Context: an optimization exercise on an open-source flow, tuned for small area and a short achievable clock period. The choices shown serve that exercise and are no tape-out recipe.
At most, simulation tests tie the RTL to the original design; equivalence was not proved.

run a:
==> module kojisan_scale, before the edit <==
module kojisan_scale (
    input  wire        clk,
    input  wire        rst,
    input  wire        in_valid,
    input  wire        in_sel,
    input  wire [15:0] in_raw,
    output reg         out_valid,
    output reg         out_sel,
    output reg  [31:0] out_q
);
    reg [15:0] r1; reg s1, v1;
    reg [20:0] p2; reg s2, v2;
    reg [23:0] n3; reg s3, v3;
    wire [20:0] p25 = {1'b0, r1, 4'b0000} + {2'b00, r1, 3'b000} + {5'b00000, r1};
    wire [23:0] n = s2 ? {1'b0, p2, 2'b00} : ({p2, 3'b000} - {3'b000, p2});
    wire [56:0] w = {1'b0, n3, 8'd0, n3} + {17'd0, n3, 16'd0}
                  + (s3 ? 57'h000000001000000 : 57'h1d3000001000000);
    always @(posedge clk) begin
        if (rst) begin v1 <= 1'b0; v2 <= 1'b0; v3 <= 1'b0; out_valid <= 1'b0; end
        else begin v1 <= in_valid; v2 <= v1; v3 <= v2; out_valid <= v3; end
        r1 <= in_raw; s1 <= in_sel;
        p2 <= p25;    s2 <= s1;
        n3 <= n;      s3 <= s2;
        out_q <= w[56:25]; out_sel <= s3;
    end
endmodule
export LEC_CHECK = 0
export CAP_MARGIN = 20
export CORE_MARGIN = 2
export CORE_UTILIZATION = 40
export CTS_BUF_LIST = sky130_fd_sc_hd__clkbuf_8
export CTS_CLUSTER_DIAMETER = 100
export CTS_CLUSTER_SIZE = 40
export SLEW_MARGIN = 20
create_clock -name core_clock -period 10.0 [get_ports {clk}]
standard.sh (not shown) runs the stock make flow with config.mk's settings and CLKGATE_MAP_FILE= SYNTH_SCRIPT=/design/flow/synth_recipe.tcl, a recipe that flattens the netlist after the stock synthesis.
==> flow/flow/run.sh <==
#!/bin/bash
set -euo pipefail
export BUFFER_PORTS_ARGS="-buffer_cell sky130_fd_sc_hd__buf_1"
export SETUP_SLACK_MARGIN=7.1
bash standard.sh finish > standard_flow.log 2>&1
### run a -> run b
==> flow/design.v <==
module kojisan_scale (
    input  wire        clk,
    input  wire        rst,
    input  wire        in_valid,
    input  wire        in_sel,
    input  wire [15:0] in_raw,
    output reg         out_valid,
    output reg         out_sel,
    output reg  [31:0] out_q
);
    function automatic [31:0] skadd(input [31:0] a, input [31:0] b, input cin);
        reg [31:0] g, p, x;
        integer l, i;
        begin
            x = a ^ b;
            g = a & b;
            p = x;
            g[0] = g[0] | (p[0] & cin);
            for (l = 0; l < 5; l = l + 1)
                for (i = 0; i < 32; i = i + 1)
                    if (((i >> l) & 1) == 1) begin
                        g[i] = g[i] | (p[i] & g[((i >> l) << l) - 1]);
                        p[i] = p[i] & p[((i >> l) << l) - 1];
                    end
            skadd = x ^ {g[30:0], cin};
        end
    endfunction
    function automatic [63:0] bkadd64(input [63:0] a, input [63:0] b, input cin);
        reg [63:0] g, p, x;
        integer l, i;
        begin
            x = a ^ b;
            g = a & b;
            p = x;
            g[0] = g[0] | (p[0] & cin);
            for (l = 0; l < 6; l = l + 1)
                for (i = 0; i < 64; i = i + 1)
                    if ((i % (2 << l)) == (2 << l) - 1) begin
                        g[i] = g[i] | (p[i] & g[i - (1 << l)]);
                        p[i] = p[i] & p[i - (1 << l)];
                    end
            for (l = 4; l >= 0; l = l - 1)
                for (i = 0; i < 64; i = i + 1)
                    if (i >= (3 << l) - 1 && (i % (2 << l)) == (1 << l) - 1) begin
                        g[i] = g[i] | (p[i] & g[i - (1 << l)]);
                        p[i] = p[i] & p[i - (1 << l)];
                    end
            bkadd64 = x ^ {g[62:0], cin};
        end
    endfunction
    reg [15:0] r1; reg s1, v1;
    reg [20:0] p2; reg s2, v2;
    reg [23:0] n3; reg s3, v3;
    wire [20:0] p25 = {1'b0, r1, 4'b0000} + {2'b00, r1, 3'b000} + {5'b00000, r1};
    wire [31:0] pp  = {11'd0, p2};
    wire [31:0] n   = skadd(pp << 3, ~(s2 ? pp << 2 : pp), 1'b1);
    wire [63:0] w   = bkadd64({23'd0, 1'b0, n3, 8'h01, n3[23:16]},
                              {23'd0, s3 ? 9'h000 : 9'h1D3, 8'h00, n3}, 1'b0);
    always @(posedge clk) begin
        if (rst) begin v1 <= 1'b0; v2 <= 1'b0; v3 <= 1'b0; out_valid <= 1'b0; end
        else begin v1 <= in_valid; v2 <= v1; v3 <= v2; out_valid <= v3; end
        r1 <= in_raw; s1 <= in_sel;
        p2 <= p25;       s2 <= s1;
        n3 <= n[23:0];   s3 <= s2;
        out_q <= w[40:9]; out_sel <= s3;
    end
endmodule
--- outcome ---
Worst hold slack: run b higher than run a. Compared to run a, run b has average size of a mapped cell 15% higher. Run b gives less met1 layer usage reported by global route than run a did. Going from run a to run b, headroom to the max-slew limit lower, wire length lower, total number of multi-input combinational cells lower, full die area lower, combined global-route utilization of all metal layers lower. Summary of run b over run a: source-to-sink clock delay at the later pin of the worst-skew pair roughly the same; area after synthesis lower.

* * *

kojisan_scale, a different RTL version from the one above (not shown whole).
Size: roughly 18 flip-flops, roughly 54 I/O pins.
==> module kojisan_scale, before the edit <==
module kojisan_scale (
    input  wire        clk,
    input  wire        rst,
    input  wire        in_valid,
    input  wire        in_sel,
    input  wire [15:0] in_raw,
    output reg         out_valid,
    output reg         out_sel,
    output wire [31:0] out_q
);
    reg [15:0] raw_r;
    always @(posedge clk) begin
        if (rst) out_valid <= 1'b0;
        else     out_valid <= in_valid;
        out_sel <= in_sel;
        raw_r   <= in_raw;
    end
    wire [18:0] p5  = {1'b0, raw_r, 2'b00} + {3'b000, raw_r};
    wire [20:0] p25 = {p5, 2'b00} + {2'b00, p5};
    wire [23:0] n   = out_sel ? {1'b0, p25, 2'b00} : ({p25, 3'b000} - {3'b000, p25});
    wire [56:0] w = {1'b0, n, 8'd0, n} + {17'd0, n, 16'd0}
                  + (out_sel ? 57'h000000001000000 : 57'h1d3000001000000);
    assign out_q = w[56:25];
endmodule
clock: 10.0 ns
lec_check: 0
cap_margin: 20
core_margin: 2
core_utilization: 40
slew_margin: 20
run.sh (not shown) runs the stock make flow with config.mk's settings and CLKGATE_MAP_FILE= SYNTH_SCRIPT=/design/flow/synth_recipe.tcl, a recipe that flattens the netlist after the stock synthesis.
Stock flow here: none of the scripts above is used.
==> next run, changes <==
==> flow/design.v (replaced) <==
module kojisan_scale (
    input  wire        clk,
    input  wire        rst,
    input  wire        in_valid,
    input  wire        in_sel,
    input  wire [15:0] in_raw,
    output reg         out_valid,
    output reg         out_sel,
    output reg  [31:0] out_q
);
    function automatic [31:0] radd(input [31:0] a, input [31:0] b, input cin);
        integer i;
        reg c;
        begin
            c = cin;
            for (i = 0; i < 32; i = i + 1) begin
                radd[i] = a[i] ^ b[i] ^ c;
                c = (a[i] & b[i]) | (c & (a[i] ^ b[i]));
            end
        end
    endfunction
    reg [15:0] r1; reg s1, v1;
    reg [20:0] p2; reg s2, v2;
    reg [23:0] n3; reg s3, v3;
    wire [31:0] r32 = {16'd0, r1};
    wire [31:0] p5  = radd(r32 << 2, r32, 1'b0);
    wire [31:0] p25 = radd(p5 << 2, p5, 1'b0);
    wire [31:0] pp  = {11'd0, p2};
    wire [31:0] n   = s2 ? (pp << 2) : radd(pp << 3, ~pp, 1'b1);
    wire [31:0] nn  = {8'd0, n3};
    wire [31:0] cs  = radd({24'd0, nn[23:16]}, {23'd0, nn[8:0]}, 1'b0);
    wire        c25 = cs[8] | cs[9];
    wire [31:0] q0  = radd({nn[24:0], 7'd0}, {17'd0, nn[23:9]}, c25);
    wire [31:0] q   = s3 ? q0 : radd(q0, 32'hE9800000, 1'b0);
    always @(posedge clk) begin
        if (rst) begin v1 <= 1'b0; v2 <= 1'b0; v3 <= 1'b0; out_valid <= 1'b0; end
        else begin v1 <= in_valid; v2 <= v1; v3 <= v2; out_valid <= v3; end
        r1 <= in_raw; s1 <= in_sel;
        p2 <= p25[20:0]; s2 <= s1;
        n3 <= n[23:0];   s3 <= s2;
        out_q <= q;      out_sel <= s3;
    end
endmodule
Setup slack is better by 0.63 ns.
Utilization shrinks by 11 points.
Routed wire length falls by 56%.
Final cell count falls by 41%.
Hold slack got worse by 1.8 ns.
Count of clock-buffer cells in the layout went up by 6.
Maximum frequency came out higher by 7.0%.
Area after synthesis goes down by 1.7%.
Final area went down by 18%.
Non-clock buffer count goes down by 125.
Function was not checked in any run of this note: the RTL went through the layout flow alone.

* * *

kojisan_scale with an RTL version that a note above also has.
Size in the first run: roughly 590 cells after synthesis, ~100 flip-flops, roughly 54 I/O pins, ~0.0054 mm2 of cells after synthesis.
Settings: LEC_CHECK=0, CAP_MARGIN=20, CORE_MARGIN=2, CORE_UTILIZATION=40, SLEW_MARGIN=20; clock period 10.0 ns.
The starting point passed the timing, DRC and antenna checks.
Change:
==> flow/design.v (replaced) <==
module kojisan_scale (
    input  wire        clk,
    input  wire        rst,
    input  wire        in_valid,
    input  wire        in_sel,
    input  wire [15:0] in_raw,
    output reg         out_valid,
    output reg         out_sel,
    output reg  [31:0] out_q
);
    reg [15:0] r1; reg s1, v1;
    reg [23:0] n2; reg s2, v2;
    wire [18:0] p5  = {1'b0, r1, 2'b00} + {3'b000, r1};
    wire [20:0] p25 = {p5, 2'b00} + {2'b00, p5};
    wire [23:0] n = s1 ? {1'b0, p25, 2'b00} : ({p25, 3'b000} - {3'b000, p25});
    wire [56:0] w = {1'b0, n2, 8'd0, n2} + {17'd0, n2, 16'd0}
                  + (s2 ? 57'h000000001000000 : 57'h1d3000001000000);
    always @(posedge clk) begin
        if (rst) begin v1 <= 1'b0; v2 <= 1'b0; out_valid <= 1'b0; end
        else begin v1 <= in_valid; v2 <= v1; out_valid <= v2; end
        r1 <= in_raw; s1 <= in_sel;
        n2 <= n;      s2 <= s1;
        out_q <= w[56:25]; out_sel <= s2;
    end
endmodule
What happened: Wire length grows by 19%; synthesized cell count goes up by 18%; sequential cell count came out lower by 23; setup slack loses 3.2 ns; fmax falls by 50%; register-to-register slack got worse by 3.4 ns; area after synthesis grows by 3.7%; cell count increases by 13%.
For the second run of this note, only the layout was checked, not whether the RTL still works.

==> static timing again, ports no longer ideal <==
In the flow no input, the clock included, has a driving cell. The finished layouts below were timed again as built, in two steps. Step 1 (the two cells are an assumption about what drives the block):
set clk [get_ports {clk}]
set_driving_cell -lib_cell sky130_fd_sc_hd__clkbuf_16 $clk
set_driving_cell -lib_cell sky130_fd_sc_hd__buf_2 [delete_from_list [all_inputs] $clk]
Step 2, shift: input delay + t, output delay - t, t = (earliest + latest rising clock arrival at the registers) / 2. This alone moves slack from input paths to output paths. Slacks: ideal ports / drivers / drivers and shift; pairs: ideal ports / drivers.
| run | t (ns) | setup WS [ns] | worst data-port slew with drivers (ns) |
|---|---|---|---|
| run a | 0.408 | 7.154 / 7.123 / 7.257 | 0.03 |
| run b | 0.390 | 7.164 / 7.133 / 7.301 | 0.03 |
| the first run of note 2 | 0.276 | 0.399 / 0.367 / 0.643 | 0.03 |
| the second run of note 2 | 0.380 | 1.027 / 1.027 / 1.027 | 0.03 |
| the first run of note 3 | 0.389 | 6.804 / 6.765 / 6.946 | 0.03 |
| the second run of note 3 | 0.376 | 3.556 / 3.556 / 3.556 | 0.04 |
After both steps setup and hold are still met in every run listed.
